This is an optimization exercise on Yosys and OpenROAD, whose aim is small area, not a production implementation.
The RTL was checked by simulation tests, not by an equivalence proof against the original design.
Power is estimated from default activity; no workload was simulated. The flow treats the clock pin as an ideal source, which a real chip does not have.

Design fhp, start of the top module:
module fhp (
    input  wire        clk,
    input  wire        rst_n,          
    input  wire        fb_we,
    input  wire [6:0]  fb_addr,
    input  wire [7:0]  fb_wdata,
    input  wire        flen_we,
    input  wire [7:0]  flen_wdata,
    input  wire        cmd_valid,
    input  wire        cmd_mode,       
    input  wire [7:0]  cmd_label,
    input  wire [7:0]  rd_addr,
    output wire [31:0] rd_data,
    output wire        done,
    output reg         report_valid
);
Size in the first run: about 2000 cells after synthesis, ~1100 flip-flops, about 79 I/O pins.
==> flow/config.mk <==
export PLATFORM = sky130hd
export DESIGN_NAME = fhp
export DESIGN_NICKNAME = fhp
export VERILOG_FILES = /design/flow/design.v
export SDC_FILE = /design/flow/constraint.sdc
export NUM_CORES = 4
export LEC_CHECK = 0
export CAP_MARGIN = 20
export CORE_MARGIN = 2
export CORE_UTILIZATION = 70
export CTS_BUF_LIST = sky130_fd_sc_hd__clkbuf_16
export CTS_CLUSTER_DIAMETER = 100
export CTS_CLUSTER_SIZE = 30
export SLEW_MARGIN = 20
==> flow/constraint.sdc <==
create_clock -name core_clock -period 12.0 [get_ports {clk}]
set_input_delay 2.4000 -clock core_clock [delete_from_list [all_inputs] [get_ports {clk}]]
set_output_delay 2.4000 -clock core_clock [all_outputs]
set_load 0.01 [all_outputs]
standard.sh (not shown) runs the stock make flow with config.mk's settings and CLKGATE_MAP_FILE= SYNTH_SCRIPT=/design/flow/synth_recipe.tcl, a recipe that flattens the netlist after the stock synthesis.
==> flow/flow/run.sh <==
#!/bin/bash
# Layout flow: the standard flow (standard.sh), with two changes.
#  1. Synthesis maps the combinational logic with an area-oriented ABC script
#     (flow/abc_area_rounds.script) in place of ORFS's speed script. Everything
#     else in synthesis is the standard script, so the registers are the same.
#  2. Port buffering uses the smallest buffer, sky130_fd_sc_hd__buf_1.
#  3. Clock tree synthesis adds no dummy loads.
set -euo pipefail
here=$(pwd)

# ORFS scripts folder with the ABC script swapped
mkdir -p "$here/scripts_abc"
for f in "$FLOW_HOME"/scripts/*; do
    ln -sf "$f" "$here/scripts_abc/"
done
rm -f "$here/scripts_abc/abc_speed.script"
cp "$here/flow/abc_area_rounds.script" "$here/scripts_abc/abc_speed.script"

bash standard.sh synth SCRIPTS_DIR="$here/scripts_abc" > "$here/synth.log" 2>&1

export BUFFER_PORTS_ARGS="-buffer_cell sky130_fd_sc_hd__buf_1"
export CTS_ARGS="-sink_clustering_enable -repair_clock_nets -sink_clustering_size 30 -sink_clustering_max_diameter 100 -buf_list sky130_fd_sc_hd__clkbuf_16 -dont_use_dummy_load"
bash standard.sh > "$here/layout.log" 2>&1
==> flow/flow/abc_area_rounds.script <==
strash
dch
&get -n
&dch -f
&nf -R 1000
&put
strash
dch
&get -n
&dch -f
&nf -R 1000
&put
strash
dch
&get -n
&dch -f
&nf -R 1000
&put
strash
dch
&get -n
&dch -f
&nf -R 1000
&put
Then changed:
--- a/flow/design.v
+++ b/flow/design.v
@@ -35,22 +35,24 @@
     wire        is6 = (etype == 16'h86DD);
     wire        isa = (etype == 16'h0806);
     wire [3:0]  hl  = is4 ? ihl : is6 ? 4'd10 : 4'd7;
     wire [7:0]  w   = {1'b0, flen[7:1]} - {3'b000, hl, 1'b0};
     wire        rej = (flen < 8'd14);
     wire        l3_ok  = !w[7] && (w[6:0] >= 7'd7) && (!is4 || ihl >= 4'd5);
     wire        udp_ok = !w[7] && (w[6:0] >= 7'd11);
     wire        tcp_ok = !w[7] && (w[6:0] >= 7'd17);
-    wire [2:0]  l3_d = !(is4 || is6 || isa) ? 3'd4 :
-                       !l3_ok ? 3'd5 :
-                       is4 ? 3'd1 : is6 ? 3'd2 : 3'd3;
     wire [7:0]  key  = is4 ? fb[23*8 +: 8] : fb[20*8 +: 8];
-    wire [2:0]  l4_d = (key == 8'd6)  ? (tcp_ok ? 3'd1 : 3'd4) :
-                       (key == 8'd17) ? (udp_ok ? 3'd2 : 3'd4) : 3'd3;
+    wire [1:0]  l4c  = (key == 8'd6)  ? (tcp_ok ? 2'd0 : 2'd3) :
+                       (key == 8'd17) ? (udp_ok ? 2'd1 : 2'd3) : 2'd2;
+    wire [3:0]  res_d = rej ? 4'b0001 :
+                        !(is4 || is6 || isa) ? 4'b0010 :
+                        !l3_ok ? 4'b0011 :
+                        isa ? 4'b1100 :
+                        {is6, is4, l4c};
     wire [6:0] src14;
     assign src14[0] = !(is6 || (is4 && ihl >= 4'd10));
     assign src14[1] = is6 || (is4 && ihl == 4'd10);
     assign src14[2] = is4 && ihl == 4'd11;
     assign src14[3] = is4 && ihl == 4'd12;
     assign src14[4] = is4 && ihl == 4'd13;
     assign src14[5] = is4 && ihl == 4'd14;
     assign src14[6] = is4 && ihl == 4'd15;
@@ -59,40 +61,34 @@
     always @(*) begin
         d14 = {32{src14[0]}} & {fb[14*8 +: 8], fb[15*8 +: 8], 16'd0};
         for (k = 10; k < 16; k = k + 1)
             d14 = d14 | ({32{src14[k-9]}} &
                          {fb[(14+4*k)*8 +: 8], fb[(15+4*k)*8 +: 8],
                           fb[(16+4*k)*8 +: 8], fb[(17+4*k)*8 +: 8]});
     end
     reg       busy;                    
-    reg       rejected;                
-    reg [2:0] l3_status;
-    reg [2:0] l4_status;
+    reg [3:0] res;                     
     reg       mode;
     reg [7:0] label;
     wire cmd_accept = cmd_valid && !busy;
-    assign done = !busy && (rejected || l3_status != 3'd0);
+    assign done = !busy && (res != 4'd0);
     always @(posedge clk or negedge rst_n) begin
         if (!rst_n) begin
             busy         <= 1'b0;
             mode         <= 1'b0;
-            rejected     <= 1'b0;
-            l3_status    <= 3'd0;
-            l4_status    <= 3'd0;
+            res          <= 4'd0;
             report_valid <= 1'b0;
         end else begin
             busy         <= cmd_accept;
             report_valid <= busy && mode;
             if (cmd_accept)
                 mode <= cmd_mode;
             if (busy) begin
-                rejected  <= rej;
-                l3_status <= rej ? 3'd0 : l3_d;
-                l4_status <= (!rej && (l3_d == 3'd1 || l3_d == 3'd2)) ? l4_d : 3'd0;
+                res <= res_d;
             end
         end
     end
     always @(posedge clk)
         if (cmd_accept)
             label <= cmd_label;
     wire [8*54-1:0] s;
     function [7:0] S(input integer b);
@@ -118,35 +114,39 @@
                     if (busy)
                         q <= d;
                 assign s[8*g +: 8] = q;
             end else begin : g_none
                 assign s[8*g +: 8] = 8'd0;
             end
         end
     endgenerate
-    wire v4 = (l3_status == 3'd1);
-    wire v6 = (l3_status == 3'd2);
-    wire ar = (l3_status == 3'd3);
-    wire k4 = l3_status[0];            
+    wire v4 = (res[3:2] == 2'b01);
+    wire v6 = (res[3:2] == 2'b10);
+    wire ar = (res[3:2] == 2'b11);
+    wire k4 = res[2];                  
+    wire l3_any = res[3] || res[2] || res[1];
+    wire [1:0] l2_status = {res == 4'b0001, l3_any};
+    wire [2:0] l3_status = v4 ? 3'd1 : v6 ? 3'd2 : ar ? 3'd3 : {res[1], 1'b0, res[0] & res[1]};
+    wire [2:0] l4_status = (v4 || v6) ? {1'b0, res[1:0]} + 3'd1 : 3'd0;
     wire [3:0] ihl_s = s[20*8 +: 4];
     wire [5:0] pp = {ihl_s >= 4'd10, ihl_s == 4'd9, ihl_s == 4'd8, ihl_s == 4'd7,
                      ihl_s == 4'd6, ihl_s == 4'd5};
     wire [1:0] sum_kind = {v6, v4 | ar};
     wire [4:0] ihl3 = {1'b0, ihl_s} + 5'd3;
     wire [6:0] off = v4 ? {ihl3, 2'b10} :
                      v6 ? 7'd54 :
-                     (l3_status != 3'd0) ? 7'd14 : 7'd0;
+                     l3_any ? 7'd14 : 7'd0;
     wire [255:0] a = 256'd1 << rd_addr;
     wire [7:0] misc = ({8{a[4]}}  & flen)
                      | ({8{a[8]}}  & {5'd0, done, 2'b00})
                      | ({8{a[12]}} & {1'b0, off})
                      | ({8{a[20]}} & {7'd0, mode})
                      | ({8{a[24]}} & label)
-                     | ({8{a[28]}} & {6'd0, rejected, l3_status != 3'd0})
+                     | ({8{a[28]}} & {6'd0, l2_status})
                      | ({8{a[32]}} & {5'd0, l3_status})
                      | ({8{a[36]}} & {5'd0, l4_status})
                      | ({8{a[40]}} & {6'd0, sum_kind})
                      | ({8{a[64]}} & {4'd0, ihl_s});
     wire q0_5 = a[52];
     wire q0_1 = a[53];
     wire q0_11 = a[56];
     wire q0_7 = a[57];
Setup slack degrades by 450 ps.
Global-route usage went up by 2.0 points.
Combinational power went up by about 10%.
Worst hold slack improves by 17 ps.
Fmax went down by 5.3%.
Routed wire length went up by 6.0%.
Cell area barely changes.
Total power is about the same.
Via count went up by 2.8%.
Synthesized area stays flat.
Final cell count went up by 0.99%.
Critical path depth stays the same.
Sequential share of layout area went down by 0.41 points.

oak:
fhp again, from the RTL that the note above started with.
clock: 12.0 ns
lec_check: 0
cap_margin: 20
core_margin: 2
core_utilization: 75
cts_buf_list: sky130_fd_sc_hd__clkbuf_16
cts_cluster_diameter: 100
cts_cluster_size: 30
slew_margin: 20
Scripts as last shown in full above: flow/flow/run.sh, flow/flow/abc_area_rounds.script
oak completed end to end with timing, DRC and antenna clean.
Edits applied to the flow inputs when going from oak to pine:
--- a/flow/design.v
+++ b/flow/design.v
@@ -35,22 +35,24 @@
     wire        is6 = (etype == 16'h86DD);
     wire        isa = (etype == 16'h0806);
     wire [3:0]  hl  = is4 ? ihl : is6 ? 4'd10 : 4'd7;
     wire [7:0]  w   = {1'b0, flen[7:1]} - {3'b000, hl, 1'b0};
     wire        rej = (flen < 8'd14);
     wire        l3_ok  = !w[7] && (w[6:0] >= 7'd7) && (!is4 || ihl >= 4'd5);
     wire        udp_ok = !w[7] && (w[6:0] >= 7'd11);
     wire        tcp_ok = !w[7] && (w[6:0] >= 7'd17);
-    wire [2:0]  l3_d = !(is4 || is6 || isa) ? 3'd4 :
-                       !l3_ok ? 3'd5 :
-                       is4 ? 3'd1 : is6 ? 3'd2 : 3'd3;
     wire [7:0]  key  = is4 ? fb[23*8 +: 8] : fb[20*8 +: 8];
-    wire [2:0]  l4_d = (key == 8'd6)  ? (tcp_ok ? 3'd1 : 3'd4) :
-                       (key == 8'd17) ? (udp_ok ? 3'd2 : 3'd4) : 3'd3;
+    wire [1:0]  l4c  = (key == 8'd6)  ? (tcp_ok ? 2'd0 : 2'd3) :
+                       (key == 8'd17) ? (udp_ok ? 2'd1 : 2'd3) : 2'd2;
+    wire [3:0]  res_d = rej ? 4'b0001 :
+                        !(is4 || is6 || isa) ? 4'b0010 :
+                        !l3_ok ? 4'b0011 :
+                        isa ? 4'b1100 :
+                        {is6, is4, l4c};
     wire [6:0] src14;
     assign src14[0] = !(is6 || (is4 && ihl >= 4'd10));
     assign src14[1] = is6 || (is4 && ihl == 4'd10);
     assign src14[2] = is4 && ihl == 4'd11;
     assign src14[3] = is4 && ihl == 4'd12;
     assign src14[4] = is4 && ihl == 4'd13;
     assign src14[5] = is4 && ihl == 4'd14;
     assign src14[6] = is4 && ihl == 4'd15;
@@ -59,40 +61,34 @@
     always @(*) begin
         d14 = {32{src14[0]}} & {fb[14*8 +: 8], fb[15*8 +: 8], 16'd0};
         for (k = 10; k < 16; k = k + 1)
             d14 = d14 | ({32{src14[k-9]}} &
                          {fb[(14+4*k)*8 +: 8], fb[(15+4*k)*8 +: 8],
                           fb[(16+4*k)*8 +: 8], fb[(17+4*k)*8 +: 8]});
     end
     reg       busy;                    
-    reg       rejected;                
-    reg [2:0] l3_status;
-    reg [2:0] l4_status;
+    reg [3:0] res;                     
     reg       mode;
     reg [7:0] label;
     wire cmd_accept = cmd_valid && !busy;
-    assign done = !busy && (rejected || l3_status != 3'd0);
+    assign done = !busy && (res != 4'd0);
     always @(posedge clk or negedge rst_n) begin
         if (!rst_n) begin
             busy         <= 1'b0;
             mode         <= 1'b0;
-            rejected     <= 1'b0;
-            l3_status    <= 3'd0;
-            l4_status    <= 3'd0;
+            res          <= 4'd0;
             report_valid <= 1'b0;
         end else begin
             busy         <= cmd_accept;
             report_valid <= busy && mode;
             if (cmd_accept)
                 mode <= cmd_mode;
             if (busy) begin
-                rejected  <= rej;
-                l3_status <= rej ? 3'd0 : l3_d;
-                l4_status <= (!rej && (l3_d == 3'd1 || l3_d == 3'd2)) ? l4_d : 3'd0;
+                res <= res_d;
             end
         end
     end
     always @(posedge clk)
         if (cmd_accept)
             label <= cmd_label;
     wire [8*54-1:0] s;
     function [7:0] S(input integer b);
@@ -118,35 +114,39 @@
                     if (busy)
                         q <= d;
                 assign s[8*g +: 8] = q;
             end else begin : g_none
                 assign s[8*g +: 8] = 8'd0;
             end
         end
     endgenerate
-    wire v4 = (l3_status == 3'd1);
-    wire v6 = (l3_status == 3'd2);
-    wire ar = (l3_status == 3'd3);
-    wire k4 = l3_status[0];            
+    wire v4 = (res[3:2] == 2'b01);
+    wire v6 = (res[3:2] == 2'b10);
+    wire ar = (res[3:2] == 2'b11);
+    wire k4 = res[2];                  
+    wire l3_any = res[3] || res[2] || res[1];
+    wire [1:0] l2_status = {res == 4'b0001, l3_any};
+    wire [2:0] l3_status = v4 ? 3'd1 : v6 ? 3'd2 : ar ? 3'd3 : {res[1], 1'b0, res[0] & res[1]};
+    wire [2:0] l4_status = (v4 || v6) ? {1'b0, res[1:0]} + 3'd1 : 3'd0;
     wire [3:0] ihl_s = s[20*8 +: 4];
     wire [5:0] pp = {ihl_s >= 4'd10, ihl_s == 4'd9, ihl_s == 4'd8, ihl_s == 4'd7,
                      ihl_s == 4'd6, ihl_s == 4'd5};
     wire [1:0] sum_kind = {v6, v4 | ar};
     wire [4:0] ihl3 = {1'b0, ihl_s} + 5'd3;
     wire [6:0] off = v4 ? {ihl3, 2'b10} :
                      v6 ? 7'd54 :
-                     (l3_status != 3'd0) ? 7'd14 : 7'd0;
+                     l3_any ? 7'd14 : 7'd0;
     wire [255:0] a = 256'd1 << rd_addr;
     wire [7:0] misc = ({8{a[4]}}  & flen)
                      | ({8{a[8]}}  & {5'd0, done, 2'b00})
                      | ({8{a[12]}} & {1'b0, off})
                      | ({8{a[20]}} & {7'd0, mode})
                      | ({8{a[24]}} & label)
-                     | ({8{a[28]}} & {6'd0, rejected, l3_status != 3'd0})
+                     | ({8{a[28]}} & {6'd0, l2_status})
                      | ({8{a[32]}} & {5'd0, l3_status})
                      | ({8{a[36]}} & {5'd0, l4_status})
                      | ({8{a[40]}} & {6'd0, sum_kind})
                      | ({8{a[64]}} & {4'd0, ihl_s});
     wire q0_5 = a[52];
     wire q0_1 = a[53];
     wire q0_11 = a[56];
     wire q0_7 = a[57];
--- outcome ---
- Comparing pine and oak, the one run not ending clean was pine.
- pine: all stages done; final checks FAILED (max-capacitance violations, max-slew violations).
- In pine relative to oak, maximum ir drop on the vdd rail had gone down by more than 10%.
- Comparing oak with pine, the width of the die came out essentially unchanged.
- Between pine and oak, the final clock period utilization by the worst path is higher for oak.
- Portion of netlist area occupied by mux cells: pine vs oak down 0.21 points
- Between oak and pine, the post-synthesis cell area figures differ only marginally.
- Summary — multi-input gate share of the layout cell area, pine relative to oak: higher, by 0.36 points.
- On sequential share of layout area: pine sits below oak.
- Compared pine vs oak, and global-route wire length before repair is up in pine.
- pine: initial antenna violation count higher than oak
- Of pine and oak, it is pine that has the lower maximum single-stage delay on the critical path.
- The worst setup path endpoint comes out rd_data[22] in one run and rd_data[7] in the other, namely in oak and pine respectively.
- Via count of the first global-routing pass on pine is up relative to oak.
- Count of buffers not belonging to the clock network in the layout, pine and oak: smaller value in pine
- In terms of instance area at placement, pine and oak differ only marginally.
- pine: critical path depth 2 above oak
- sky130_fd_sc_hd__o2111ai_1 as the cell with the biggest individual delay on the critical path was reported by pine, and sky130_fd_sc_hd__nor2_2 by oak.

[separate check: timing with driven ports]
The results above use ideal ports. As a check the final layouts listed here were re-extracted and re-timed, cells and wires unchanged.
Step 1 (the two cells are an assumption about what drives the block):
set clk [get_ports {clk}]
set_driving_cell -lib_cell sky130_fd_sc_hd__clkbuf_16 $clk
set_driving_cell -lib_cell sky130_fd_sc_hd__buf_2 [delete_from_list [all_inputs] $clk]
Step 2 also shifts input and output timing later by t, the mid clock arrival at the registers, as if the neighbouring blocks saw the same clock.
a / b / c = ideal ports / drivers / drivers and shift; a / b = the first two.
run	t (ns)	setup slack, ns	hold WS [ns]	worst setup path at the end	worst register clock-pin slew, ns
the first run of note 1	0.660	4.023 / 3.994 / 3.994	0.396 / 0.396 / 0.396	input to output	0.12 / 0.12
the second run of note 1	0.660	3.573 / 3.551 / 3.551	0.413 / 0.413 / 0.413	input to output	0.12 / 0.12
oak	0.678	3.827 / 3.805 / 3.805	0.421 / 0.421 / 0.421	input to output	0.12 / 0.12
pine	0.674	3.924 / 3.897 / 3.897	0.414 / 0.414 / 0.414	input to output	0.12 / 0.12
For the first run of note 1, which loses most, drivers alone change the setup slack by -0.029 ns; drivers and shift together by -0.029 ns.
